This design comes from an exercise in tuning for small area, a short achievable clock period and few clock cycles per item on the open sky130 flow, not from production work. The RTL was checked by simulation tests, not by an equivalence proof against the original design.

File: flow/design.v
module qnt_quantizer (
    input  wire        clk,
    input  wire        rst,
    input  wire        cmd_valid,
    output wire        cmd_ready,
    input  wire [63:0] cmd_word,
    output wire        rsp_valid,
    input  wire        rsp_ready,
    output wire [63:0] rsp_word
);
  reg go;             
  reg s1_v, s2_v, s3_v;
  reg o_v, k_v;       
  wire incoming = go & s3_v;
  wire o_en     = ~o_v | rsp_ready;
  wire k_v_nx   = o_en ? (k_v & incoming) : (k_v | incoming);
  assign cmd_ready = go;
  assign rsp_valid = o_v;
  always @(posedge clk) begin
    if (rst) begin
      go   <= 1'b1;
      s1_v <= 1'b0;
      s2_v <= 1'b0;
      s3_v <= 1'b0;
      o_v  <= 1'b0;
      k_v  <= 1'b0;
    end else begin
      go  <= ~k_v_nx;
      k_v <= k_v_nx;
      if (o_en) o_v <= k_v | incoming;
      if (go) begin
        s1_v <= cmd_valid;
        s2_v <= s1_v;
        s3_v <= s2_v;
      end
    end
  end
  wire [7:0] op   = cmd_word[63:56];
  wire       is30 = (op == 8'h30);
  wire       is31 = (op == 8'h31);
  wire       qok  = is30 && (cmd_word[55:32] == 24'd0);
  wire       pok  = is31 && (cmd_word[55:8] == 48'd0);
  reg        s1_qnt, s1_pal, s1_ref, s1_oth, s1_31;
  reg  [7:0] s1_r, s1_g, s1_b;    
  reg  [9:0] s1_s;                
  always @(posedge clk) begin
    if (go) begin
      s1_qnt <= qok & cmd_word[7];
      s1_pal <= pok;
      s1_ref <= ~(qok | pok);
      s1_oth <= ~(is30 | is31);
      s1_31  <= is31;
      s1_r   <= cmd_word[31:24] | (cmd_word[7:0] & {8{op[0]}});
      s1_g   <= (is30 | is31) ? cmd_word[23:16] : op;
      s1_b   <= cmd_word[15:8];
      s1_s   <= cmd_word[31:24] + cmd_word[23:16] + cmd_word[15:8];
    end
  end
  wire t1 = (s1_s[9] | (s1_s[8] | (s1_s[7] | (s1_s[6] | (s1_s[5] | (s1_s[4] & (s1_s[3] | (s1_s[2] | (s1_s[1] | s1_s[0])))))))));
  wire t2 = (s1_s[9] | (s1_s[8] | (s1_s[7] | (s1_s[6] | (s1_s[5] & (s1_s[4] & (s1_s[3] | (s1_s[2] | s1_s[1]))))))));
  wire t3 = (s1_s[9] | (s1_s[8] | (s1_s[7] | (s1_s[6] & (s1_s[5] | (s1_s[4] & (s1_s[3] | (s1_s[2] | (s1_s[1] & s1_s[0])))))))));
  wire t4 = (s1_s[9] | (s1_s[8] | (s1_s[7] | (s1_s[6] & (s1_s[5] & (s1_s[4] & (s1_s[3] | s1_s[2])))))));
  wire t5 = (s1_s[9] | (s1_s[8] | (s1_s[7] & (s1_s[6] | (s1_s[5] | (s1_s[4] & (s1_s[3] | (s1_s[2] & (s1_s[1] | s1_s[0])))))))));
  wire t6 = (s1_s[9] | (s1_s[8] | (s1_s[7] & (s1_s[6] | (s1_s[5] & (s1_s[4] & s1_s[3]))))));
  wire t7 = (s1_s[9] | (s1_s[8] | (s1_s[7] & (s1_s[6] & (s1_s[5] | (s1_s[4] & (s1_s[3] & (s1_s[2] | s1_s[1]))))))));
  wire t8 = (s1_s[9] | (s1_s[8] | (s1_s[7] & (s1_s[6] & (s1_s[5] & (s1_s[4] & (s1_s[3] & (s1_s[2] | (s1_s[1] & s1_s[0])))))))));
  wire t9 = (s1_s[9] | (s1_s[8] & (s1_s[7] | (s1_s[6] | (s1_s[5] | (s1_s[4] & (s1_s[3] & s1_s[2])))))));
  wire t10 = (s1_s[9] | (s1_s[8] & (s1_s[7] | (s1_s[6] | (s1_s[5] & (s1_s[4] & (s1_s[3] & (s1_s[2] & (s1_s[1] | s1_s[0])))))))));
  wire t11 = (s1_s[9] | (s1_s[8] & (s1_s[7] | (s1_s[6] & (s1_s[5] | (s1_s[4] & (s1_s[3] & (s1_s[2] & s1_s[1]))))))));
  wire t12 = (s1_s[9] | (s1_s[8] & (s1_s[7] | (s1_s[6] & (s1_s[5] & (s1_s[4] & (s1_s[3] & (s1_s[2] & (s1_s[1] & s1_s[0])))))))));
  wire t13 = (s1_s[9] | (s1_s[8] & (s1_s[7] & (s1_s[6] | s1_s[5]))));
  wire t14 = (s1_s[9] | (s1_s[8] & (s1_s[7] & (s1_s[6] & (s1_s[5] | (s1_s[4] | (s1_s[3] | (s1_s[2] | (s1_s[1] | s1_s[0])))))))));
  wire t15 = (s1_s[9] | (s1_s[8] & (s1_s[7] & (s1_s[6] & (s1_s[5] & (s1_s[4] | (s1_s[3] | (s1_s[2] | s1_s[1]))))))));
  wire t16 = (s1_s[9] & (s1_s[8] | (s1_s[7] | (s1_s[6] | (s1_s[5] | (s1_s[4] | (s1_s[3] | (s1_s[2] | (s1_s[1] & s1_s[0])))))))));
  wire t17 = (s1_s[9] & (s1_s[8] | (s1_s[7] | (s1_s[6] | (s1_s[5] & (s1_s[4] | (s1_s[3] | s1_s[2])))))));
  wire t18 = (s1_s[9] & (s1_s[8] | (s1_s[7] | (s1_s[6] & (s1_s[5] | (s1_s[4] | (s1_s[3] | (s1_s[2] & (s1_s[1] & s1_s[0])))))))));
  wire t19 = (s1_s[9] & (s1_s[8] | (s1_s[7] | (s1_s[6] & (s1_s[5] & (s1_s[4] | (s1_s[3] & (s1_s[2] | (s1_s[1] | s1_s[0])))))))));
  wire t20 = (s1_s[9] & (s1_s[8] | (s1_s[7] & (s1_s[6] | (s1_s[5] | (s1_s[4] | (s1_s[3] & (s1_s[2] | s1_s[1]))))))));
  wire t21 = (s1_s[9] & (s1_s[8] | (s1_s[7] & (s1_s[6] | (s1_s[5] & (s1_s[4] | (s1_s[3] & (s1_s[2] | (s1_s[1] & s1_s[0])))))))));
  wire t22 = (s1_s[9] & (s1_s[8] | (s1_s[7] & (s1_s[6] & (s1_s[5] | (s1_s[4] | (s1_s[3] & s1_s[2])))))));
  wire t23 = (s1_s[9] & (s1_s[8] | (s1_s[7] & (s1_s[6] & (s1_s[5] & (s1_s[4] | (s1_s[3] & (s1_s[2] & (s1_s[1] | s1_s[0])))))))));
  wire t0 = 1'b1;
  wire t24 = 1'b0;
  wire oh0 = t0 & ~t1;
  wire oh1 = t1 & ~t2;
  wire oh2 = t2 & ~t3;
  wire oh3 = t3 & ~t4;
  wire oh4 = t4 & ~t5;
  wire oh5 = t5 & ~t6;
  wire oh6 = t6 & ~t7;
  wire oh7 = t7 & ~t8;
  wire oh8 = t8 & ~t9;
  wire oh9 = t9 & ~t10;
  wire oh10 = t10 & ~t11;
  wire oh11 = t11 & ~t12;
  wire oh12 = t12 & ~t13;
  wire oh13 = t13 & ~t14;
  wire oh14 = t14 & ~t15;
  wire oh15 = t15 & ~t16;
  wire oh16 = t16 & ~t17;
  wire oh17 = t17 & ~t18;
  wire oh18 = t18 & ~t19;
  wire oh19 = t19 & ~t20;
  wire oh20 = t20 & ~t21;
  wire oh21 = t21 & ~t22;
  wire oh22 = t22 & ~t23;
  wire oh23 = t23 & ~t24;
  wire [7:0] gv = {(oh12 | oh13 | oh14 | oh15 | oh16 | oh17 | oh18 | oh19 | oh20 | oh21 | oh22 | oh23), (oh6 | oh7 | oh8 | oh9 | oh10 | oh11 | oh18 | oh19 | oh20 | oh21 | oh22 | oh23), (oh3 | oh4 | oh5 | oh9 | oh10 | oh11 | oh15 | oh16 | oh17 | oh21 | oh22 | oh23), (oh2 | oh5 | oh8 | oh11 | oh13 | oh14 | oh16 | oh17 | oh19 | oh20 | oh22 | oh23), (oh1 | oh4 | oh7 | oh8 | oh10 | oh11 | oh14 | oh17 | oh18 | oh20 | oh21 | oh23), (oh2 | oh4 | oh5 | oh7 | oh9 | oh10 | oh12 | oh15 | oh17 | oh20 | oh22 | oh23), (oh1 | oh2 | oh5 | oh6 | oh7 | oh10 | oh11 | oh14 | oh15 | oh19 | oh20 | oh23), (oh1 | oh3 | oh5 | oh6 | oh8 | oh10 | oh12 | oh14 | oh16 | oh19 | oh21 | oh23)};    
  wire [4:0] gn = {(oh16 | oh17 | oh18 | oh19 | oh20 | oh21 | oh22 | oh23), (oh8 | oh9 | oh10 | oh11 | oh12 | oh13 | oh14 | oh15), (oh4 | oh5 | oh6 | oh7 | oh12 | oh13 | oh14 | oh15 | oh20 | oh21 | oh22 | oh23), (oh2 | oh3 | oh6 | oh7 | oh10 | oh11 | oh14 | oh15 | oh18 | oh19 | oh22 | oh23), (oh1 | oh3 | oh5 | oh7 | oh9 | oh11 | oh13 | oh15 | oh17 | oh19 | oh21 | oh23)};    
  function [7:0] offs;    
    input [7:0] c;
    input [7:0] gl;
    reg [6:0] m;
    reg [4:0] dh;
    begin
      m  = c[6:0] - gl[6:0];
      dh = {1'b0, c[7:4]} - {1'b0, gl[7:4]};
      offs = {(dh[4] ? (dh >= 5'd29) : (dh <= 5'd3)), m[6], m[5:0] ^ {6{m[6]}}};
    end
  endfunction
  wire [7:0] mr = offs(s1_r, gv);
  wire [7:0] mg = offs(s1_g, gv);
  wire [7:0] mb = offs(s1_b, gv);
  wire r_ge1 = (s1_r[7] | (s1_r[6] | (s1_r[5] | (s1_r[4] & (s1_r[3] & (s1_r[2] | s1_r[1]))))));
  wire r_ge2 = (s1_r[7] | (s1_r[6] & (s1_r[5] | (s1_r[4] | (s1_r[3] & (s1_r[2] & (s1_r[1] | s1_r[0])))))));
  wire r_ge3 = s1_r[7];
  wire r_ge4 = (s1_r[7] & (s1_r[6] | (s1_r[5] & (s1_r[4] & (s1_r[3] | (s1_r[2] | (s1_r[1] & s1_r[0])))))));
  wire r_ge5 = (s1_r[7] & (s1_r[6] & (s1_r[5] & (s1_r[4] | (s1_r[3] | (s1_r[2] & s1_r[1]))))));
  wire [2:0] kr = {r_ge4, r_ge2 & ~r_ge4, (r_ge1 & ~r_ge2) | (r_ge3 & ~r_ge4) | r_ge5};
  wire g_ge1 = (s1_g[7] | (s1_g[6] | (s1_g[5] | (s1_g[4] & (s1_g[3] & (s1_g[2] | s1_g[1]))))));
  wire g_ge2 = (s1_g[7] | (s1_g[6] & (s1_g[5] | (s1_g[4] | (s1_g[3] & (s1_g[2] & (s1_g[1] | s1_g[0])))))));
  wire g_ge3 = s1_g[7];
  wire g_ge4 = (s1_g[7] & (s1_g[6] | (s1_g[5] & (s1_g[4] & (s1_g[3] | (s1_g[2] | (s1_g[1] & s1_g[0])))))));
  wire g_ge5 = (s1_g[7] & (s1_g[6] & (s1_g[5] & (s1_g[4] | (s1_g[3] | (s1_g[2] & s1_g[1]))))));
  wire [2:0] kg = {g_ge4, g_ge2 & ~g_ge4, (g_ge1 & ~g_ge2) | (g_ge3 & ~g_ge4) | g_ge5};
  wire b_ge1 = (s1_b[7] | (s1_b[6] | (s1_b[5] | (s1_b[4] & (s1_b[3] & (s1_b[2] | s1_b[1]))))));
  wire b_ge2 = (s1_b[7] | (s1_b[6] & (s1_b[5] | (s1_b[4] | (s1_b[3] & (s1_b[2] & (s1_b[1] | s1_b[0])))))));
  wire b_ge3 = s1_b[7];
  wire b_ge4 = (s1_b[7] & (s1_b[6] | (s1_b[5] & (s1_b[4] & (s1_b[3] | (s1_b[2] | (s1_b[1] & s1_b[0])))))));
  wire b_ge5 = (s1_b[7] & (s1_b[6] & (s1_b[5] & (s1_b[4] | (s1_b[3] | (s1_b[2] & s1_b[1]))))));
  wire [2:0] kb = {b_ge4, b_ge2 & ~b_ge4, (b_ge1 & ~b_ge2) | (b_ge3 & ~b_ge4) | b_ge5};
  function [5:0] m51;    
    input [2:0] k;
    begin
      case (k)
        3'd1: m51 = 6'd51;
        3'd2: m51 = 6'd38;
        3'd3: m51 = 6'd25;
        3'd4: m51 = 6'd12;
        3'd5: m51 = 6'd63;
        default: m51 = 6'd0;
      endcase
    end
  endfunction
  wire [5:0] er = s1_r[5:0] - m51(kr);    
  wire [5:0] eg = s1_g[5:0] - m51(kg);
  wire [5:0] eb = s1_b[5:0] - m51(kb);
  wire [7:0] cube_idx = 8'd1 + 8'd36 * kr + 8'd6 * kg + kb;
  wire [7:0] pi  = s1_r;
  wire p1 = pi >= 8'd37;
  wire p2 = pi >= 8'd73;
  wire p3 = pi >= 8'd109;
  wire p4 = pi >= 8'd145;
  wire p5 = pi >= 8'd181;
  wire [5:0] pcj = p5 ? 6'd11 : p4 ? 6'd47 : p3 ? 6'd19 : p2 ? 6'd55 : p1 ? 6'd27 : 6'd63;
  wire [5:0] pj  = pi[5:0] + pcj;
  wire [3:0] ptr = {p3, (p2 & ~p3) | p4, (p1 & ~p3) | p5, (p1 & ~p2) | (p3 & ~p4) | p5};    
  wire pcube = (pi != 8'd0) && (pi <= 8'd216);
  wire pgrey = (pi >= 8'd217) && (pi <= 8'd240);
  reg        s2_qnt, s2_pal, s2_ref, s2_oth, s2_31;
  reg  [7:0] s2_mr, s2_mg, s2_mb;
  reg  [17:0] s2_e;        
  reg  [4:0] s2_n;
  reg  [7:0] s2_idx;       
  always @(posedge clk) begin
    if (go) begin
      s2_qnt <= s1_qnt;
      s2_pal <= s1_pal;
      s2_ref <= s1_ref;
      s2_oth <= s1_oth;
      s2_31  <= s1_31;
      s2_mr  <= mr;
      s2_mg  <= mg;
      s2_mb  <= mb;
      s2_e   <= s1_pal ? {6'd0, pcube, pgrey, ptr, pj} : {er, eg, eb};
      s2_n   <= gn;
      s2_idx <= s1_pal ? s1_r : s1_oth ? s1_g : cube_idx;
    end
  end
  wire [5:0] ur = s2_mr[5:0];
  wire [5:0] ug = s2_mg[5:0];
  wire [5:0] ub = s2_mb[5:0];
  wire near = s2_mr[7] & s2_mg[7] & s2_mb[7];
  wire [5:0] er2 = s2_e[17:12];
  wire [5:0] eg2 = s2_e[11:6];
  wire [5:0] eb2 = s2_e[5:0];
  wire [4:0] ar = er2[4:0] ^ {5{er2[5]}};
  wire [4:0] ag = eg2[4:0] ^ {5{eg2[5]}};
  wire [4:0] ab = eb2[4:0] ^ {5{eb2[5]}};
  reg [7:0] ptgb;    
  always @(*) begin
    case (s2_e[5:0])
      6'd0: ptgb = 8'h00;
      6'd1: ptgb = 8'h03;
      6'd2: ptgb = 8'h06;
      6'd3: ptgb = 8'h09;
      6'd4: ptgb = 8'h0c;
      6'd5: ptgb = 8'h0f;
      6'd6: ptgb = 8'h30;
      6'd7: ptgb = 8'h33;
      6'd8: ptgb = 8'h36;
      6'd9: ptgb = 8'h39;
      6'd10: ptgb = 8'h3c;
      6'd11: ptgb = 8'h3f;
      6'd12: ptgb = 8'h60;
      6'd13: ptgb = 8'h63;
      6'd14: ptgb = 8'h66;
      6'd15: ptgb = 8'h69;
      6'd16: ptgb = 8'h6c;
      6'd17: ptgb = 8'h6f;
      6'd18: ptgb = 8'h90;
      6'd19: ptgb = 8'h93;
      6'd20: ptgb = 8'h96;
      6'd21: ptgb = 8'h99;
      6'd22: ptgb = 8'h9c;
      6'd23: ptgb = 8'h9f;
      6'd24: ptgb = 8'hc0;
      6'd25: ptgb = 8'hc3;
      6'd26: ptgb = 8'hc6;
      6'd27: ptgb = 8'hc9;
      6'd28: ptgb = 8'hcc;
      6'd29: ptgb = 8'hcf;
      6'd30: ptgb = 8'hf0;
      6'd31: ptgb = 8'hf3;
      6'd32: ptgb = 8'hf6;
      6'd33: ptgb = 8'hf9;
      6'd34: ptgb = 8'hfc;
      6'd35: ptgb = 8'hff;
      default: ptgb = 8'h00;
    endcase
  end
  wire [13:0] ppal = {s2_e[11:6], ptgb};    
  wire fs1 = (ar[0] & ar[3]) ^ (ar[1] & ar[2]) ^ ar[2];
  wire fc2 = ((ar[0] & ar[3]) & (ar[1] & ar[2])) | ((ar[0] & ar[3]) & ar[2]) | ((ar[1] & ar[2]) & ar[2]);
  wire fs3 = (er2[5] & ar[3]) ^ (ag[0] & ag[3]) ^ (ag[1] & ag[2]);
  wire fc4 = ((er2[5] & ar[3]) & (ag[0] & ag[3])) | ((er2[5] & ar[3]) & (ag[1] & ag[2])) | ((ag[0] & ag[3]) & (ag[1] & ag[2]));
  wire fs5 = ag[2] ^ (eg2[5] & ag[3]) ^ (ab[0] & ab[3]);
  wire fc6 = (ag[2] & (eg2[5] & ag[3])) | (ag[2] & (ab[0] & ab[3])) | ((eg2[5] & ag[3]) & (ab[0] & ab[3]));
  wire fs7 = (ar[0] & ar[4]) ^ (ar[1] & ar[3]) ^ (er2[5] & ar[4]);
  wire fc8 = ((ar[0] & ar[4]) & (ar[1] & ar[3])) | ((ar[0] & ar[4]) & (er2[5] & ar[4])) | ((ar[1] & ar[3]) & (er2[5] & ar[4]));
  wire hs9 = (ag[0] & ag[4]) ^ (ag[1] & ag[3]);
  wire hc10 = (ag[0] & ag[4]) & (ag[1] & ag[3]);
  wire fs11 = (ar[1] & ar[4]) ^ (ar[2] & ar[3]) ^ ar[3];
  wire fc12 = ((ar[1] & ar[4]) & (ar[2] & ar[3])) | ((ar[1] & ar[4]) & ar[3]) | ((ar[2] & ar[3]) & ar[3]);
  wire fs13 = (ag[1] & ag[4]) ^ (ag[2] & ag[3]) ^ ag[3];
  wire fc14 = ((ag[1] & ag[4]) & (ag[2] & ag[3])) | ((ag[1] & ag[4]) & ag[3]) | ((ag[2] & ag[3]) & ag[3]);
  wire fs15 = (ab[1] & ab[4]) ^ (ab[2] & ab[3]) ^ ab[3];
  wire fc16 = ((ab[1] & ab[4]) & (ab[2] & ab[3])) | ((ab[1] & ab[4]) & ab[3]) | ((ab[2] & ab[3]) & ab[3]);
  wire fs17 = ~(ur[0] & ur[5]) ^ ~(ur[1] & ur[4]) ^ ~(ur[2] & ur[3]);
  wire fc18 = (~(ur[0] & ur[5]) & ~(ur[1] & ur[4])) | (~(ur[0] & ur[5]) & ~(ur[2] & ur[3])) | (~(ur[1] & ur[4]) & ~(ur[2] & ur[3]));
  wire fs19 = (ar[0] & ar[1]) ^ ar[1] ^ (er2[5] & ar[1]);
  wire fc20 = ((ar[0] & ar[1]) & ar[1]) | ((ar[0] & ar[1]) & (er2[5] & ar[1])) | (ar[1] & (er2[5] & ar[1]));
  wire fs21 = (ag[0] & ag[1]) ^ ag[1] ^ (eg2[5] & ag[1]);
  wire fc22 = ((ag[0] & ag[1]) & ag[1]) | ((ag[0] & ag[1]) & (eg2[5] & ag[1])) | (ag[1] & (eg2[5] & ag[1]));
  wire fs23 = (ab[0] & ab[1]) ^ ab[1] ^ (eb2[5] & ab[1]);
  wire fc24 = ((ab[0] & ab[1]) & ab[1]) | ((ab[0] & ab[1]) & (eb2[5] & ab[1])) | (ab[1] & (eb2[5] & ab[1]));
  wire fs25 = (ar[0] & ar[2]) ^ (er2[5] & ar[2]) ^ (ag[0] & ag[2]);
  wire fc26 = ((ar[0] & ar[2]) & (er2[5] & ar[2])) | ((ar[0] & ar[2]) & (ag[0] & ag[2])) | ((er2[5] & ar[2]) & (ag[0] & ag[2]));
  wire hs27 = (eg2[5] & ag[2]) ^ (ab[0] & ab[2]);
  wire hc28 = (eg2[5] & ag[2]) & (ab[0] & ab[2]);
  wire fs29 = (ab[1] & ab[2]) ^ ab[2] ^ (eb2[5] & ab[3]);
  wire fc30 = ((ab[1] & ab[2]) & ab[2]) | ((ab[1] & ab[2]) & (eb2[5] & ab[3])) | (ab[2] & (eb2[5] & ab[3]));
  wire fs31 = ~(ur[0] & ur[3]) ^ ~(ur[1] & ur[2]) ^ ~ur[2];
  wire fc32 = (~(ur[0] & ur[3]) & ~(ur[1] & ur[2])) | (~(ur[0] & ur[3]) & ~ur[2]) | (~(ur[1] & ur[2]) & ~ur[2]);
  wire fs33 = ~(s2_mr[6] & ur[3]) ^ ~(ug[0] & ug[3]) ^ ~(ug[1] & ug[2]);
  wire fc34 = (~(s2_mr[6] & ur[3]) & ~(ug[0] & ug[3])) | (~(s2_mr[6] & ur[3]) & ~(ug[1] & ug[2])) | (~(ug[0] & ug[3]) & ~(ug[1] & ug[2]));
  wire fs35 = ~ug[2] ^ ~(s2_mg[6] & ug[3]) ^ ~(ub[0] & ub[3]);
  wire fc36 = (~ug[2] & ~(s2_mg[6] & ug[3])) | (~ug[2] & ~(ub[0] & ub[3])) | (~(s2_mg[6] & ug[3]) & ~(ub[0] & ub[3]));
  wire fs37 = (eg2[5] & ag[4]) ^ (ab[0] & ab[4]) ^ (ab[1] & ab[3]);
  wire fc38 = ((eg2[5] & ag[4]) & (ab[0] & ab[4])) | ((eg2[5] & ag[4]) & (ab[1] & ab[3])) | ((ab[0] & ab[4]) & (ab[1] & ab[3]));
  wire fs39 = (eb2[5] & ab[4]) ^ ~(ur[0] & ur[4]) ^ ~(ur[1] & ur[3]);
  wire fc40 = ((eb2[5] & ab[4]) & ~(ur[0] & ur[4])) | ((eb2[5] & ab[4]) & ~(ur[1] & ur[3])) | (~(ur[0] & ur[4]) & ~(ur[1] & ur[3]));
  wire fs41 = ~(s2_mr[6] & ur[4]) ^ ~(ug[0] & ug[4]) ^ ~(ug[1] & ug[3]);
  wire fc42 = (~(s2_mr[6] & ur[4]) & ~(ug[0] & ug[4])) | (~(s2_mr[6] & ur[4]) & ~(ug[1] & ug[3])) | (~(ug[0] & ug[4]) & ~(ug[1] & ug[3]));
  wire fs43 = ~(s2_mg[6] & ug[4]) ^ ~(ub[0] & ub[4]) ^ ~(ub[1] & ub[3]);
  wire fc44 = (~(s2_mg[6] & ug[4]) & ~(ub[0] & ub[4])) | (~(s2_mg[6] & ug[4]) & ~(ub[1] & ub[3])) | (~(ub[0] & ub[4]) & ~(ub[1] & ub[3]));
  wire fs45 = ~(s2_mb[6] & ub[4]) ^ 1'b1 ^ fc2;
  wire fc46 = (~(s2_mb[6] & ub[4]) & 1'b1) | (~(s2_mb[6] & ub[4]) & fc2) | (1'b1 & fc2);
  wire fs47 = ~ur[3] ^ ~(s2_mr[6] & ur[5]) ^ ~(ug[0] & ug[5]);
  wire fc48 = (~ur[3] & ~(s2_mr[6] & ur[5])) | (~ur[3] & ~(ug[0] & ug[5])) | (~(s2_mr[6] & ur[5]) & ~(ug[0] & ug[5]));
  wire fs49 = ~(ug[1] & ug[4]) ^ ~(ug[2] & ug[3]) ^ ~ug[3];
  wire fc50 = (~(ug[1] & ug[4]) & ~(ug[2] & ug[3])) | (~(ug[1] & ug[4]) & ~ug[3]) | (~(ug[2] & ug[3]) & ~ug[3]);
  wire fs51 = ~(s2_mg[6] & ug[5]) ^ ~(ub[0] & ub[5]) ^ ~(ub[1] & ub[4]);
  wire fc52 = (~(s2_mg[6] & ug[5]) & ~(ub[0] & ub[5])) | (~(s2_mg[6] & ug[5]) & ~(ub[1] & ub[4])) | (~(ub[0] & ub[5]) & ~(ub[1] & ub[4]));
  wire fs53 = ~(ub[2] & ub[3]) ^ ~ub[3] ^ ~(s2_mb[6] & ub[5]);
  wire fc54 = (~(ub[2] & ub[3]) & ~ub[3]) | (~(ub[2] & ub[3]) & ~(s2_mb[6] & ub[5])) | (~ub[3] & ~(s2_mb[6] & ub[5]));
  wire fs55 = 1'b1 ^ fc8 ^ hc10;
  wire fc56 = (1'b1 & fc8) | (1'b1 & hc10) | (fc8 & hc10);
  wire hs57 = fs11 ^ fs13;
  wire hc58 = fs11 & fs13;
  wire fs59 = (ar[2] & ar[4]) ^ (ag[2] & ag[4]) ^ (ab[2] & ab[4]);
  wire fc60 = ((ar[2] & ar[4]) & (ag[2] & ag[4])) | ((ar[2] & ar[4]) & (ab[2] & ab[4])) | ((ag[2] & ag[4]) & (ab[2] & ab[4]));
  wire fs61 = ~(ur[1] & ur[5]) ^ ~(ur[2] & ur[4]) ^ ~(ug[1] & ug[5]);
  wire fc62 = (~(ur[1] & ur[5]) & ~(ur[2] & ur[4])) | (~(ur[1] & ur[5]) & ~(ug[1] & ug[5])) | (~(ur[2] & ur[4]) & ~(ug[1] & ug[5]));
  wire fs63 = ~(ug[2] & ug[4]) ^ ~(ub[1] & ub[5]) ^ ~(ub[2] & ub[4]);
  wire fc64 = (~(ug[2] & ug[4]) & ~(ub[1] & ub[5])) | (~(ug[2] & ug[4]) & ~(ub[2] & ub[4])) | (~(ub[1] & ub[5]) & ~(ub[2] & ub[4]));
  wire hs65 = 1'b1 ^ fc12;
  wire hc66 = 1'b1 & fc12;
  wire fs67 = (ar[3] & ar[4]) ^ ar[4] ^ (ag[3] & ag[4]);
  wire fc68 = ((ar[3] & ar[4]) & ar[4]) | ((ar[3] & ar[4]) & (ag[3] & ag[4])) | (ar[4] & (ag[3] & ag[4]));
  wire fs69 = ag[4] ^ (ab[3] & ab[4]) ^ ab[4];
  wire fc70 = (ag[4] & (ab[3] & ab[4])) | (ag[4] & ab[4]) | ((ab[3] & ab[4]) & ab[4]);
  wire fs71 = ~(ur[2] & ur[5]) ^ ~(ur[3] & ur[4]) ^ ~ur[4];
  wire fc72 = (~(ur[2] & ur[5]) & ~(ur[3] & ur[4])) | (~(ur[2] & ur[5]) & ~ur[4]) | (~(ur[3] & ur[4]) & ~ur[4]);
  wire hs73 = ~(ug[2] & ug[5]) ^ ~(ug[3] & ug[4]);
  wire hc74 = ~(ug[2] & ug[5]) & ~(ug[3] & ug[4]);
  wire fs75 = ar[0] ^ er2[5] ^ ag[0];
  wire fc76 = (ar[0] & er2[5]) | (ar[0] & ag[0]) | (er2[5] & ag[0]);
  wire fs77 = eg2[5] ^ ab[0] ^ eb2[5];
  wire fc78 = (eg2[5] & ab[0]) | (eg2[5] & eb2[5]) | (ab[0] & eb2[5]);
  wire fs79 = ~(ur[0] & ur[1]) ^ ~ur[1] ^ ~(s2_mr[6] & ur[1]);
  wire fc80 = (~(ur[0] & ur[1]) & ~ur[1]) | (~(ur[0] & ur[1]) & ~(s2_mr[6] & ur[1])) | (~ur[1] & ~(s2_mr[6] & ur[1]));
  wire fs81 = ~(ug[0] & ug[1]) ^ ~ug[1] ^ ~(s2_mg[6] & ug[1]);
  wire fc82 = (~(ug[0] & ug[1]) & ~ug[1]) | (~(ug[0] & ug[1]) & ~(s2_mg[6] & ug[1])) | (~ug[1] & ~(s2_mg[6] & ug[1]));
  wire fs83 = (eb2[5] & ab[2]) ^ ~(ur[0] & ur[2]) ^ ~(s2_mr[6] & ur[2]);
  wire fc84 = ((eb2[5] & ab[2]) & ~(ur[0] & ur[2])) | ((eb2[5] & ab[2]) & ~(s2_mr[6] & ur[2])) | (~(ur[0] & ur[2]) & ~(s2_mr[6] & ur[2]));
  wire fs85 = ~(ug[0] & ug[2]) ^ ~(s2_mg[6] & ug[2]) ^ ~(ub[0] & ub[2]);
  wire fc86 = (~(ug[0] & ug[2]) & ~(s2_mg[6] & ug[2])) | (~(ug[0] & ug[2]) & ~(ub[0] & ub[2])) | (~(s2_mg[6] & ug[2]) & ~(ub[0] & ub[2]));
  wire fs87 = ~(s2_mb[6] & ub[2]) ^ 1'b1 ^ fc20;
  wire fc88 = (~(s2_mb[6] & ub[2]) & 1'b1) | (~(s2_mb[6] & ub[2]) & fc20) | (1'b1 & fc20);
  wire fs89 = ~(ub[1] & ub[2]) ^ ~ub[2] ^ ~(s2_mb[6] & ub[3]);
  wire fc90 = (~(ub[1] & ub[2]) & ~ub[2]) | (~(ub[1] & ub[2]) & ~(s2_mb[6] & ub[3])) | (~ub[2] & ~(s2_mb[6] & ub[3]));
  wire fs91 = 1'b1 ^ fs1 ^ fs3;
  wire fc92 = (1'b1 & fs1) | (1'b1 & fs3) | (fs1 & fs3);
  wire fs93 = fs5 ^ fc26 ^ hc28;
  wire fc94 = (fs5 & fc26) | (fs5 & hc28) | (fc26 & hc28);
  wire hs95 = fs29 ^ fs31;
  wire hc96 = fs29 & fs31;
  wire fs97 = fc4 ^ fc6 ^ fs7;
  wire fc98 = (fc4 & fc6) | (fc4 & fs7) | (fc6 & fs7);
  wire fs99 = hs9 ^ fc30 ^ fc32;
  wire fc100 = (hs9 & fc30) | (hs9 & fc32) | (fc30 & fc32);
  wire fs101 = fc34 ^ fc36 ^ fs37;
  wire fc102 = (fc34 & fc36) | (fc34 & fs37) | (fc36 & fs37);
  wire fs103 = fs39 ^ fs41 ^ fs43;
  wire fc104 = (fs39 & fs41) | (fs39 & fs43) | (fs41 & fs43);
  wire fs105 = fs15 ^ fs17 ^ fc38;
  wire fc106 = (fs15 & fs17) | (fs15 & fc38) | (fs17 & fc38);
  wire fs107 = fc40 ^ fc42 ^ fc44;
  wire fc108 = (fc40 & fc42) | (fc40 & fc44) | (fc42 & fc44);
  wire fs109 = fc46 ^ fs47 ^ fs49;
  wire fc110 = (fc46 & fs47) | (fc46 & fs49) | (fs47 & fs49);
  wire fs111 = fs51 ^ fs53 ^ fs55;
  wire fc112 = (fs51 & fs53) | (fs51 & fs55) | (fs53 & fs55);
  wire fs113 = fc14 ^ fc16 ^ fc18;
  wire fc114 = (fc14 & fc16) | (fc14 & fc18) | (fc16 & fc18);
  wire fs115 = fc48 ^ fc50 ^ fc52;
  wire fc116 = (fc48 & fc50) | (fc48 & fc52) | (fc50 & fc52);
  wire fs117 = fc54 ^ fc56 ^ hc58;
  wire fc118 = (fc54 & fc56) | (fc54 & hc58) | (fc56 & hc58);
  wire fs119 = fs59 ^ fs61 ^ fs63;
  wire fc120 = (fs59 & fs61) | (fs59 & fs63) | (fs61 & fs63);
  wire fs121 = ~ug[4] ^ ~(ub[2] & ub[5]) ^ ~(ub[3] & ub[4]);
  wire fc122 = (~ug[4] & ~(ub[2] & ub[5])) | (~ug[4] & ~(ub[3] & ub[4])) | (~(ub[2] & ub[5]) & ~(ub[3] & ub[4]));
  wire fs123 = ~ub[4] ^ 1'b1 ^ fc60;
  wire fc124 = (~ub[4] & 1'b1) | (~ub[4] & fc60) | (1'b1 & fc60);
  wire fs125 = fc62 ^ fc64 ^ hc66;
  wire fc126 = (fc62 & fc64) | (fc62 & hc66) | (fc64 & hc66);
  wire fs127 = fs67 ^ fs69 ^ fs71;
  wire fc128 = (fs67 & fs69) | (fs67 & fs71) | (fs69 & fs71);
  wire fs129 = ~(ur[3] & ur[5]) ^ ~(ug[3] & ug[5]) ^ ~(ub[3] & ub[5]);
  wire fc130 = (~(ur[3] & ur[5]) & ~(ug[3] & ug[5])) | (~(ur[3] & ur[5]) & ~(ub[3] & ub[5])) | (~(ug[3] & ug[5]) & ~(ub[3] & ub[5]));
  wire hs131 = 1'b1 ^ fc68;
  wire hc132 = 1'b1 & fc68;
  wire fs133 = ~ur[0] ^ ~s2_mr[6] ^ ~ug[0];
  wire fc134 = (~ur[0] & ~s2_mr[6]) | (~ur[0] & ~ug[0]) | (~s2_mr[6] & ~ug[0]);
  wire hs135 = ~s2_mg[6] ^ ~ub[0];
  wire hc136 = ~s2_mg[6] & ~ub[0];
  wire fs137 = (er2[5] & ar[0]) ^ (eg2[5] & ag[0]) ^ (eb2[5] & ab[0]);
  wire fc138 = ((er2[5] & ar[0]) & (eg2[5] & ag[0])) | ((er2[5] & ar[0]) & (eb2[5] & ab[0])) | ((eg2[5] & ag[0]) & (eb2[5] & ab[0]));
  wire fs139 = ~(s2_mr[6] & ur[0]) ^ ~(s2_mg[6] & ug[0]) ^ ~(s2_mb[6] & ub[0]);
  wire fc140 = (~(s2_mr[6] & ur[0]) & ~(s2_mg[6] & ug[0])) | (~(s2_mr[6] & ur[0]) & ~(s2_mb[6] & ub[0])) | (~(s2_mg[6] & ug[0]) & ~(s2_mb[6] & ub[0]));
  wire hs141 = 1'b1 ^ fc76;
  wire hc142 = 1'b1 & fc76;
  wire fs143 = ~(ub[0] & ub[1]) ^ ~ub[1] ^ ~(s2_mb[6] & ub[1]);
  wire fc144 = (~(ub[0] & ub[1]) & ~ub[1]) | (~(ub[0] & ub[1]) & ~(s2_mb[6] & ub[1])) | (~ub[1] & ~(s2_mb[6] & ub[1]));
  wire fs145 = 1'b1 ^ fs19 ^ fs21;
  wire fc146 = (1'b1 & fs19) | (1'b1 & fs21) | (fs19 & fs21);
  wire fs147 = fs23 ^ fs79 ^ fs81;
  wire fc148 = (fs23 & fs79) | (fs23 & fs81) | (fs79 & fs81);
  wire fs149 = fc22 ^ fc24 ^ fs25;
  wire fc150 = (fc22 & fc24) | (fc22 & fs25) | (fc24 & fs25);
  wire fs151 = hs27 ^ fc80 ^ fc82;
  wire fc152 = (hs27 & fc80) | (hs27 & fc82) | (fc80 & fc82);
  wire fs153 = fs83 ^ fs85 ^ fs87;
  wire fc154 = (fs83 & fs85) | (fs83 & fs87) | (fs85 & fs87);
  wire fs155 = fs33 ^ fs35 ^ fc84;
  wire fc156 = (fs33 & fs35) | (fs33 & fc84) | (fs35 & fc84);
  wire fs157 = fc86 ^ fc88 ^ fs89;
  wire fc158 = (fc86 & fc88) | (fc86 & fs89) | (fc88 & fs89);
  wire fs159 = fs91 ^ fs93 ^ hs95;
  wire fc160 = (fs91 & fs93) | (fs91 & hs95) | (fs93 & hs95);
  wire fs161 = fs45 ^ fc90 ^ fc92;
  wire fc162 = (fs45 & fc90) | (fs45 & fc92) | (fc90 & fc92);
  wire fs163 = fc94 ^ hc96 ^ fs97;
  wire fc164 = (fc94 & hc96) | (fc94 & fs97) | (hc96 & fs97);
  wire fs165 = fs99 ^ fs101 ^ fs103;
  wire fc166 = (fs99 & fs101) | (fs99 & fs103) | (fs101 & fs103);
  wire fs167 = hs57 ^ fc98 ^ fc100;
  wire fc168 = (hs57 & fc98) | (hs57 & fc100) | (fc98 & fc100);
  wire fs169 = fc102 ^ fc104 ^ fs105;
  wire fc170 = (fc102 & fc104) | (fc102 & fs105) | (fc104 & fs105);
  wire fs171 = fs107 ^ fs109 ^ fs111;
  wire fc172 = (fs107 & fs109) | (fs107 & fs111) | (fs109 & fs111);
  wire fs173 = hs65 ^ fc106 ^ fc108;
  wire fc174 = (hs65 & fc106) | (hs65 & fc108) | (fc106 & fc108);
  wire fs175 = fc110 ^ fc112 ^ fs113;
  wire fc176 = (fc110 & fc112) | (fc110 & fs113) | (fc112 & fs113);
  wire fs177 = fs115 ^ fs117 ^ fs119;
  wire fc178 = (fs115 & fs117) | (fs115 & fs119) | (fs117 & fs119);
  wire fs179 = hs73 ^ fc114 ^ fc116;
  wire fc180 = (hs73 & fc114) | (hs73 & fc116) | (fc114 & fc116);
  wire fs181 = fc118 ^ fc120 ^ fs121;
  wire fc182 = (fc118 & fc120) | (fc118 & fs121) | (fc120 & fs121);
  wire fs183 = fs123 ^ fs125 ^ fs127;
  wire fc184 = (fs123 & fs125) | (fs123 & fs127) | (fs125 & fs127);
  wire fs185 = fc70 ^ fc72 ^ hc74;
  wire fc186 = (fc70 & fc72) | (fc70 & hc74) | (fc72 & hc74);
  wire fs187 = fc122 ^ fc124 ^ fc126;
  wire fc188 = (fc122 & fc124) | (fc122 & fc126) | (fc124 & fc126);
  wire fs189 = fc128 ^ fs129 ^ hs131;
  wire fc190 = (fc128 & fs129) | (fc128 & hs131) | (fs129 & hs131);
  wire fs191 = ~(ur[4] & ur[5]) ^ ~ur[5] ^ ~(ug[4] & ug[5]);
  wire fc192 = (~(ur[4] & ur[5]) & ~ur[5]) | (~(ur[4] & ur[5]) & ~(ug[4] & ug[5])) | (~ur[5] & ~(ug[4] & ug[5]));
  wire fs193 = ~ug[5] ^ ~(ub[4] & ub[5]) ^ ~ub[5];
  wire fc194 = (~ug[5] & ~(ub[4] & ub[5])) | (~ug[5] & ~ub[5]) | (~(ub[4] & ub[5]) & ~ub[5]);
  wire fs195 = 1'b1 ^ fc130 ^ hc132;
  wire fc196 = (1'b1 & fc130) | (1'b1 & hc132) | (fc130 & hc132);
  wire fs197 = ~s2_mb[6] ^ 1'b1 ^ fs75;
  wire fc198 = (~s2_mb[6] & 1'b1) | (~s2_mb[6] & fs75) | (1'b1 & fs75);
  wire fs199 = fc78 ^ fc134 ^ hc136;
  wire fc200 = (fc78 & fc134) | (fc78 & hc136) | (fc134 & hc136);
  wire hs201 = fs137 ^ fs139;
  wire hc202 = fs137 & fs139;
  wire fs203 = fc138 ^ fc140 ^ hc142;
  wire fc204 = (fc138 & fc140) | (fc138 & hc142) | (fc140 & hc142);
  wire fs205 = fs143 ^ fs145 ^ fs147;
  wire fc206 = (fs143 & fs145) | (fs143 & fs147) | (fs145 & fs147);
  wire fs207 = fc144 ^ fc146 ^ fc148;
  wire fc208 = (fc144 & fc146) | (fc144 & fc148) | (fc146 & fc148);
  wire fs209 = fs149 ^ fs151 ^ fs153;
  wire fc210 = (fs149 & fs151) | (fs149 & fs153) | (fs151 & fs153);
  wire fs211 = fc150 ^ fc152 ^ fc154;
  wire fc212 = (fc150 & fc152) | (fc150 & fc154) | (fc152 & fc154);
  wire fs213 = fs155 ^ fs157 ^ fs159;
  wire fc214 = (fs155 & fs157) | (fs155 & fs159) | (fs157 & fs159);
  wire fs215 = fc156 ^ fc158 ^ fc160;
  wire fc216 = (fc156 & fc158) | (fc156 & fc160) | (fc158 & fc160);
  wire fs217 = fs161 ^ fs163 ^ fs165;
  wire fc218 = (fs161 & fs163) | (fs161 & fs165) | (fs163 & fs165);
  wire fs219 = fc162 ^ fc164 ^ fc166;
  wire fc220 = (fc162 & fc164) | (fc162 & fc166) | (fc164 & fc166);
  wire fs221 = fs167 ^ fs169 ^ fs171;
  wire fc222 = (fs167 & fs169) | (fs167 & fs171) | (fs169 & fs171);
  wire fs223 = fc168 ^ fc170 ^ fc172;
  wire fc224 = (fc168 & fc170) | (fc168 & fc172) | (fc170 & fc172);
  wire fs225 = fs173 ^ fs175 ^ fs177;
  wire fc226 = (fs173 & fs175) | (fs173 & fs177) | (fs175 & fs177);
  wire fs227 = fc174 ^ fc176 ^ fc178;
  wire fc228 = (fc174 & fc176) | (fc174 & fc178) | (fc176 & fc178);
  wire fs229 = fs179 ^ fs181 ^ fs183;
  wire fc230 = (fs179 & fs181) | (fs179 & fs183) | (fs181 & fs183);
  wire fs231 = fc180 ^ fc182 ^ fc184;
  wire fc232 = (fc180 & fc182) | (fc180 & fc184) | (fc182 & fc184);
  wire fs233 = fs185 ^ fs187 ^ fs189;
  wire fc234 = (fs185 & fs187) | (fs185 & fs189) | (fs187 & fs189);
  wire fs235 = fc186 ^ fc188 ^ fc190;
  wire fc236 = (fc186 & fc188) | (fc186 & fc190) | (fc188 & fc190);
  wire fs237 = fs191 ^ fs193 ^ fs195;
  wire fc238 = (fs191 & fs193) | (fs191 & fs195) | (fs193 & fs195);
  wire fs239 = 1'b1 ^ fc192 ^ fc194;
  wire fc240 = (1'b1 & fc192) | (1'b1 & fc194) | (fc192 & fc194);
  wire hs241 = fs77 ^ fs133;
  wire hc242 = fs77 & fs133;
  wire fs243 = hs141 ^ fc198 ^ fs199;
  wire fc244 = (hs141 & fc198) | (hs141 & fs199) | (fc198 & fs199);
  wire fs245 = fc200 ^ hc202 ^ fs203;
  wire fc246 = (fc200 & hc202) | (fc200 & fs203) | (hc202 & fs203);
  wire fs247 = fc204 ^ fc206 ^ fs207;
  wire fc248 = (fc204 & fc206) | (fc204 & fs207) | (fc206 & fs207);
  wire fs249 = fc208 ^ fc210 ^ fs211;
  wire fc250 = (fc208 & fc210) | (fc208 & fs211) | (fc210 & fs211);
  wire fs251 = fc212 ^ fc214 ^ fs215;
  wire fc252 = (fc212 & fc214) | (fc212 & fs215) | (fc214 & fs215);
  wire fs253 = fc216 ^ fc218 ^ fs219;
  wire fc254 = (fc216 & fc218) | (fc216 & fs219) | (fc218 & fs219);
  wire fs255 = fc220 ^ fc222 ^ fs223;
  wire fc256 = (fc220 & fc222) | (fc220 & fs223) | (fc222 & fs223);
  wire fs257 = fc224 ^ fc226 ^ fs227;
  wire fc258 = (fc224 & fc226) | (fc224 & fs227) | (fc226 & fs227);
  wire fs259 = fc228 ^ fc230 ^ fs231;
  wire fc260 = (fc228 & fc230) | (fc228 & fs231) | (fc230 & fs231);
  wire fs261 = fc232 ^ fc234 ^ fs235;
  wire fc262 = (fc232 & fc234) | (fc232 & fs235) | (fc234 & fs235);
  wire fs263 = fc196 ^ fc236 ^ fc238;
  wire fc264 = (fc196 & fc236) | (fc196 & fc238) | (fc236 & fc238);
  wire hs265 = hs135 ^ fs197;
  wire hc266 = hs135 & fs197;
  wire fs267 = hs201 ^ hc242 ^ fs243;
  wire fc268 = (hs201 & hc242) | (hs201 & fs243) | (hc242 & fs243);
  wire fs269 = fs205 ^ fc244 ^ fs245;
  wire fc270 = (fs205 & fc244) | (fs205 & fs245) | (fc244 & fs245);
  wire fs271 = fs209 ^ fc246 ^ fs247;
  wire fc272 = (fs209 & fc246) | (fs209 & fs247) | (fc246 & fs247);
  wire fs273 = fs213 ^ fc248 ^ fs249;
  wire fc274 = (fs213 & fc248) | (fs213 & fs249) | (fc248 & fs249);
  wire fs275 = fs217 ^ fc250 ^ fs251;
  wire fc276 = (fs217 & fc250) | (fs217 & fs251) | (fc250 & fs251);
  wire fs277 = fs221 ^ fc252 ^ fs253;
  wire fc278 = (fs221 & fc252) | (fs221 & fs253) | (fc252 & fs253);
  wire fs279 = fs225 ^ fc254 ^ fs255;
  wire fc280 = (fs225 & fc254) | (fs225 & fs255) | (fc254 & fs255);
  wire fs281 = fs229 ^ fc256 ^ fs257;
  wire fc282 = (fs229 & fc256) | (fs229 & fs257) | (fc256 & fs257);
  wire fs283 = fs233 ^ fc258 ^ fs259;
  wire fc284 = (fs233 & fc258) | (fs233 & fs259) | (fc258 & fs259);
  wire fs285 = fs237 ^ fc260 ^ fs261;
  wire fc286 = (fs237 & fc260) | (fs237 & fs261) | (fc260 & fs261);
  wire fs287 = fs239 ^ fc262 ^ fs263;
  wire fc288 = (fs239 & fc262) | (fs239 & fs263) | (fc262 & fs263);
  wire hs289 = fc240 ^ fc264;
  wire hc290 = fc240 & fc264;
  wire [27:0] tb = {1'b1, hc290, hs289, fc288, fs287, fc286, fs285, fc284, fs283, fc282, fs281, fc280, fs279, fc278, fs277, fc276, fs275, fc274, fs273, fc272, fs271, fc270, fs269, fc268, fs267, hc266, hs265, hs241};
  reg        s3_qnt, s3_pal, s3_ref, s3_oth, s3_31, s3_near;
  reg  [27:0] s3_t;        
  reg  [4:0] s3_n;
  reg  [7:0] s3_idx;
  always @(posedge clk) begin
    if (go) begin
      s3_qnt  <= s2_qnt;
      s3_pal  <= s2_pal;
      s3_ref  <= s2_ref;
      s3_oth  <= s2_oth;
      s3_31   <= s2_31;
      s3_near <= near;
      s3_n    <= s2_n;
      s3_idx  <= s2_idx;
      s3_t    <= s2_pal ? {14'd0, ppal} : tb;
    end
  end
  wire [14:0] fa = {s3_t[27], s3_t[26], s3_t[24], s3_t[22], s3_t[20], s3_t[18], s3_t[16], s3_t[14], s3_t[12], s3_t[10], s3_t[8], s3_t[6], s3_t[4], s3_t[2], s3_t[0]};
  wire [14:0] fb = {1'b0, 1'b0, s3_t[25], s3_t[23], s3_t[21], s3_t[19], s3_t[17], s3_t[15], s3_t[13], s3_t[11], s3_t[9], s3_t[7], s3_t[5], s3_t[3], s3_t[1]};
  wire [14:0] fsum = fa + fb;    
  wire grey = s3_near & ~fsum[14];
  wire [7:0] q_idx = grey ? (8'd217 + {3'd0, s3_n}) : s3_idx;
  reg  [7:0] pv;    
  always @(*) begin
    case (s3_idx[4:0])
      5'd25: pv = 8'd0;
      5'd26: pv = 8'd11;
      5'd27: pv = 8'd22;
      5'd28: pv = 8'd33;
      5'd29: pv = 8'd44;
      5'd30: pv = 8'd55;
      5'd31: pv = 8'd67;
      5'd0: pv = 8'd78;
      5'd1: pv = 8'd89;
      5'd2: pv = 8'd100;
      5'd3: pv = 8'd111;
      5'd4: pv = 8'd122;
      5'd5: pv = 8'd133;
      5'd6: pv = 8'd144;
      5'd7: pv = 8'd155;
      5'd8: pv = 8'd166;
      5'd9: pv = 8'd177;
      5'd10: pv = 8'd188;
      5'd11: pv = 8'd200;
      5'd12: pv = 8'd211;
      5'd13: pv = 8'd222;
      5'd14: pv = 8'd233;
      5'd15: pv = 8'd244;
      5'd16: pv = 8'd255;
      default: pv = 8'd0;
    endcase
  end
  wire [1:0]  c_mode = s3_pal ? (s3_t[13] ? 2'd3 : s3_t[12] ? 2'd2 : 2'd0) : (s3_qnt ? 2'd1 : 2'd0);
  wire [11:0] c_x    = s3_pal ? (s3_t[13] ? s3_t[11:0] : {4'd0, pv}) : {4'd0, s3_qnt ? q_idx : s3_idx};
  wire [16:0] c_rsp  = {c_mode, c_x, s3_ref, s3_oth, s3_31};
  reg  [16:0] k_d;
  reg  [7:0]  o_op;
  reg         o_ref;
  reg  [23:0] o_pay;
  wire [16:0] n_rsp = k_v ? k_d : c_rsp;
  wire [1:0]  n_mode = n_rsp[16:15];
  wire [11:0] n_x    = n_rsp[14:3];
  always @(posedge clk) begin
    if (incoming) k_d <= c_rsp;
    if (o_en) begin
      o_op  <= n_rsp[1] ? n_x[7:0] : {7'h18, n_rsp[0]};
      o_ref <= n_rsp[2];
      o_pay <= (n_mode == 2'd3) ? {n_x[11:8], n_x[11:8], n_x[7:4], n_x[7:4], n_x[3:0], n_x[3:0]} :
               (n_mode == 2'd2) ? {n_x[7:0], n_x[7:0], n_x[7:0]} :
               (n_mode == 2'd1) ? {16'd0, n_x[7:0]} : 24'd0;
    end
  end
  assign rsp_word = {o_op, 3'd0, o_ref, 28'd0, o_pay};
endmodule
File: flow/run.sh
#!/bin/bash
# synth_recipe.tcl (not shown) runs the flow's synth.tcl, then flattens the netlist and writes it again
# the make line also repeats each setting of config.mk as NAME=value (left out here)
make -C /OpenROAD-flow-scripts/flow DESIGN_CONFIG=/design/flow/config.mk WORK_HOME=/design/flow/orfs CLKGATE_MAP_FILE= SYNTH_SCRIPT=/design/flow/synth_recipe.tcl finish
File: flow/constraint.sdc
create_clock -name core_clock -period 12.0 [get_ports {clk}]
set_input_delay 2.4000 -clock core_clock [delete_from_list [all_inputs] [get_ports {clk}]]
set_output_delay 2.4000 -clock core_clock [all_outputs]
set_load 0.01 [all_outputs]
File: flow/config.mk
export PLATFORM = sky130hd
export DESIGN_NAME = qnt_quantizer
export DESIGN_NICKNAME = qnt_quantizer
export VERILOG_FILES = /design/flow/design.v
export SDC_FILE = /design/flow/constraint.sdc
export NUM_CORES = 4
export LEC_CHECK = 0
export CAP_MARGIN = 20
export CORE_MARGIN = 2
export CORE_UTILIZATION = 40
export SLEW_MARGIN = 20
export SYNTH_MEMORY_MAX_BITS = 16384
==> run summary <==
==============================================================================
Initial DRC count ...............................................          859
Worst-case clock skew ...........................................    0.0116 ns
Worst skew pair latency .........................................      0.54 ns
Worst Hold End ..................................................    s3_idx[7]
Outcome .........................................................  no timing/DRC/antenna violations
Worst reg2reg path depth ........................................           12
Slack of the worst reg-to-reg path ..............................      7.17 ns
Achievable frequency ............................................    0.207 GHz
Unrepaired setup endpoints after global routing .................           no
Reg clk slew, reported paths ....................................      0.06 ns
GRT Total Usage .................................................        18.7%
Synthesized cell area ...........................................  17600 sq um
Overall die height ..............................................  214 microns
Layout filler cell count ........................................         4052
Post-CTS setup repair buffer count ..............................            0
RR Startpoint ...................................................      s2_e[5]
Post-DRT Antenna Nets ...........................................            0
Max FO, Critical Path ...........................................            8
Root cell of the clock tree .....................................    clkbuf_16
Width of the die ................................................  214 microns
Most common cell after layout, fill and taps aside ..............        inv_1
IO buf count ....................................................          102
Synth cell types ................................................           86
Cts hold-fix bufs ...............................................            0
Count of final setup violators ..................................            0
Synth async-reset ratio .........................................           0%
Area of the placeable core ......................................  43300 sq um
N_diodes ........................................................            0
YS warnings .....................................................            1
Source of the critical timing path ..............................      s2_e[5]
Max-slew headroom at the worst pin ..............................        29.5%
Clock period minus worst slack ..................................      4.83 ns
Number of hold-slack violations in the final timing report ......            0
Global placement routability congestion .........................        0.894
Setup TNS .......................................................         0 ns
Ratio of cells with drive above 1 in the final layout ...........        5.66%
Tightest Hold Check Type ........................................      reg2reg
Initial antenna violation count .................................            0
Count of instances resized after the clock tree is built ........            0
WHS .............................................................     0.422 ns
Number of enable-type register cells in the synthesized netlist .          196
Flip-flop and latch count after synthesis .......................          218
Worst endpoint data arrival time ................................      5.12 ns
Die Footprint ...................................................  45800 sq um
Portion of the post-synthesis area used by sequential elements ..        35.9%
CTS tree ........................................................        built
Number of remaining DRC errors ..................................            0
I/O pin count ...................................................          134
Number of standard-cell rows in the floorplan ...................           76
Maxcap violations ...............................................            0
Clk sink count ..................................................          218
Number of buffers added by the clock tree synthesis step ........           25
Data required time of the worst path ............................     12.29 ns
Most frequent cells in the layout ............................... inv_1 (217), edfxtp_1 (196), ha_1 (129)
First-pass GRT wire length ......................................      68.3 mm
Aggregate global routing overflow ...............................            0
Initial cell density of the core ................................        40.8%
Reg2Reg Capture Point ...........................................     s3_t[11]
Largest net degree at the start of global routing ...............           60
Post-Synthesis Mean Instance Area ...............................   10.3 sq um
Nets ............................................................         2125
Total detailed-routing wirelength ...............................      42.9 mm
Cell count after synthesis ......................................         1713
Total iterations of the first detailed-routing run ..............            5
Detailed-route wire length per cell ............................. 17.8 microns
Leading register cell type out of synthesis .....................     edfxtp_1
P&R area growth vs syn ..........................................        13.5%
Final worst path period share ...................................        40.3%
Maximum number of buffers from clock root to sink ...............            3
Slew @ Worst Pin ................................................      1.03 ns
Vias in the first global route ..................................        12.5k
Startpoint kind of the worst setup timing path ..................    flip-flop
Vias per Instance ...............................................         5.19
Setup crit end kind .............................................    flip-flop
Hold Path Origin ................................................    s2_idx[7]
Pins Over Slew Limit ............................................            0
Via count .......................................................        12.5k
Worst hold path cell count ......................................            0
Deepest level of the CTS H-tree .................................            1
Critical Setup Path Class .......................................      reg2reg
HPWL Detailed ...................................................      34.5 mm
==============================================================================
-- kinds of logic after synthesis --
group	Yosys count	share of synthesized area, %
other	1	0.0213
DFF	218	35.9
and+or+nand+nor	439	12.5
muxes	58	3.55
xor gates and xnor gates	90	4.47
buffers and inverters	298	7.09
AOI/OAI and AO/OA	351	13.0
adders and majority gates	258	23.6
-- routing by layer --
layer | vias up | global-route usage (%) | share of wire, %
met2 | 329 | 30.6 | 47
met5 | - | 0 | 0
li1 | 6067 | - | -
met1 | 6006 | 25.1 | 45
met3 | 76 | 2.95 | 5.1
met4 | 0 | 6.81 | 3.8
-- cell type report --
| type | count | area [sq um] | area share [%] |
|---|---|---|---|
| clock buffers | 32 | 682 | 3.40 |
| clock inverters | 13 | 170 | 0.850 |
| inverters | 218 | 818 | 4.09 |
| multi-input cells | 1228 | 10200 | 50.9 |
| flip-flops and latches | 218 | 6330 | 31.6 |
| well taps | 585 | 732 | 3.65 |
| repair buffers | 112 | 1110 | 5.55 |
-- sequential cells by signal (all words and copies together), names as in the netlist, 10 cells and up --
signal,cells
s2_e,18
s3_t,28
o_pay,24
k_d,17
s1_s,10
-- worst max-delay path by stage --
stage | to | slack, ns | cells after the start
6_report | s3_t[11] | 7.17 | 12
5_1_grt | s2_mr[0] | 6.85 | 14
4_1_cts | s3_t[11] | 7.16 | 12
3_5_place_dp | s1_s[7] | 6.87 | 11
3_3_place_gp | s1_s[7] | 6.88 | 13
2_1_floorplan | cmd_ready | 6.05 | 0
-- synth_stat cells, types with 16 or more instances --
master	count	area (sq um)
mux2i_1	25	250
nor2_1	115	432
xor2_1	27	236
ha_1	129	1610
and2_1	39	244
a21o_1	40	300
buf_4	32	240
edfxtp_1	196	5890
nand2b_1	25	156
dfxtp_1	22	440
xnor2_1	63	552
fa_1	125	2500
and3_1	16	100
o21ai_0	72	360
clkbuf_1	39	146
mux2_2	31	349
a21oi_1	103	515
inv_1	217	815
nand2_1	100	375
nor2b_1	37	231
nor3_1	26	130
-- through the flow --
step	utilization [%]	setup slack (ns)	instances	area, sq um
after global routing	46.3	6.85	2406	20000
after CTS	46.3	7.16	2406	20000
after detailed placement	44.3	6.87	2361	19200
after global placement	44.2	6.88	2359	19100
final	46.3	7.17	2406	20000
after floorplan	-	6.05	1744	17800
-- worst max-delay path, cell delays in order (launching register included) --
cell	delay (ns)
edfxtp_1	0.55
ha_1	0.44
or2_2	0.35
fa_1	0.49
inv_1	0.05
fa_1	0.52
inv_1	0.05
fa_1	0.50
inv_1	0.05
fa_1	0.39
fa_1	0.53
fa_1	0.41
mux2_2	0.26
Testbench counts, summed over its fixed seeds: cycles 2,592, items 2,560.

-- re-timing with driven ports --
No port has a modelled driver above. Below, the same layout with a new extraction and two added sets of constraints. Step 1, drivers: a clkbuf_16 drives clk and a buf_2 each remaining input, both assumed. Step 2 adds t to the input delays and takes it off the output delays; t is the mean of the earliest and latest rising clock arrival at the registers after step 1. Input paths then give back, and output paths get back, about the clock's delay inside the block. Three values: ideal, step 1, step 2; two values: the first two.
shift t [ns]: 0.587
setup slack, ns: 7.166 / 7.166 / 6.881
hold WS [ns]: 0.422 / 0.422 / 0.422
After both steps setup and hold are still met in this run. For this run, drivers alone change the setup slack by 0.000 ns; drivers and shift together by -0.285 ns.
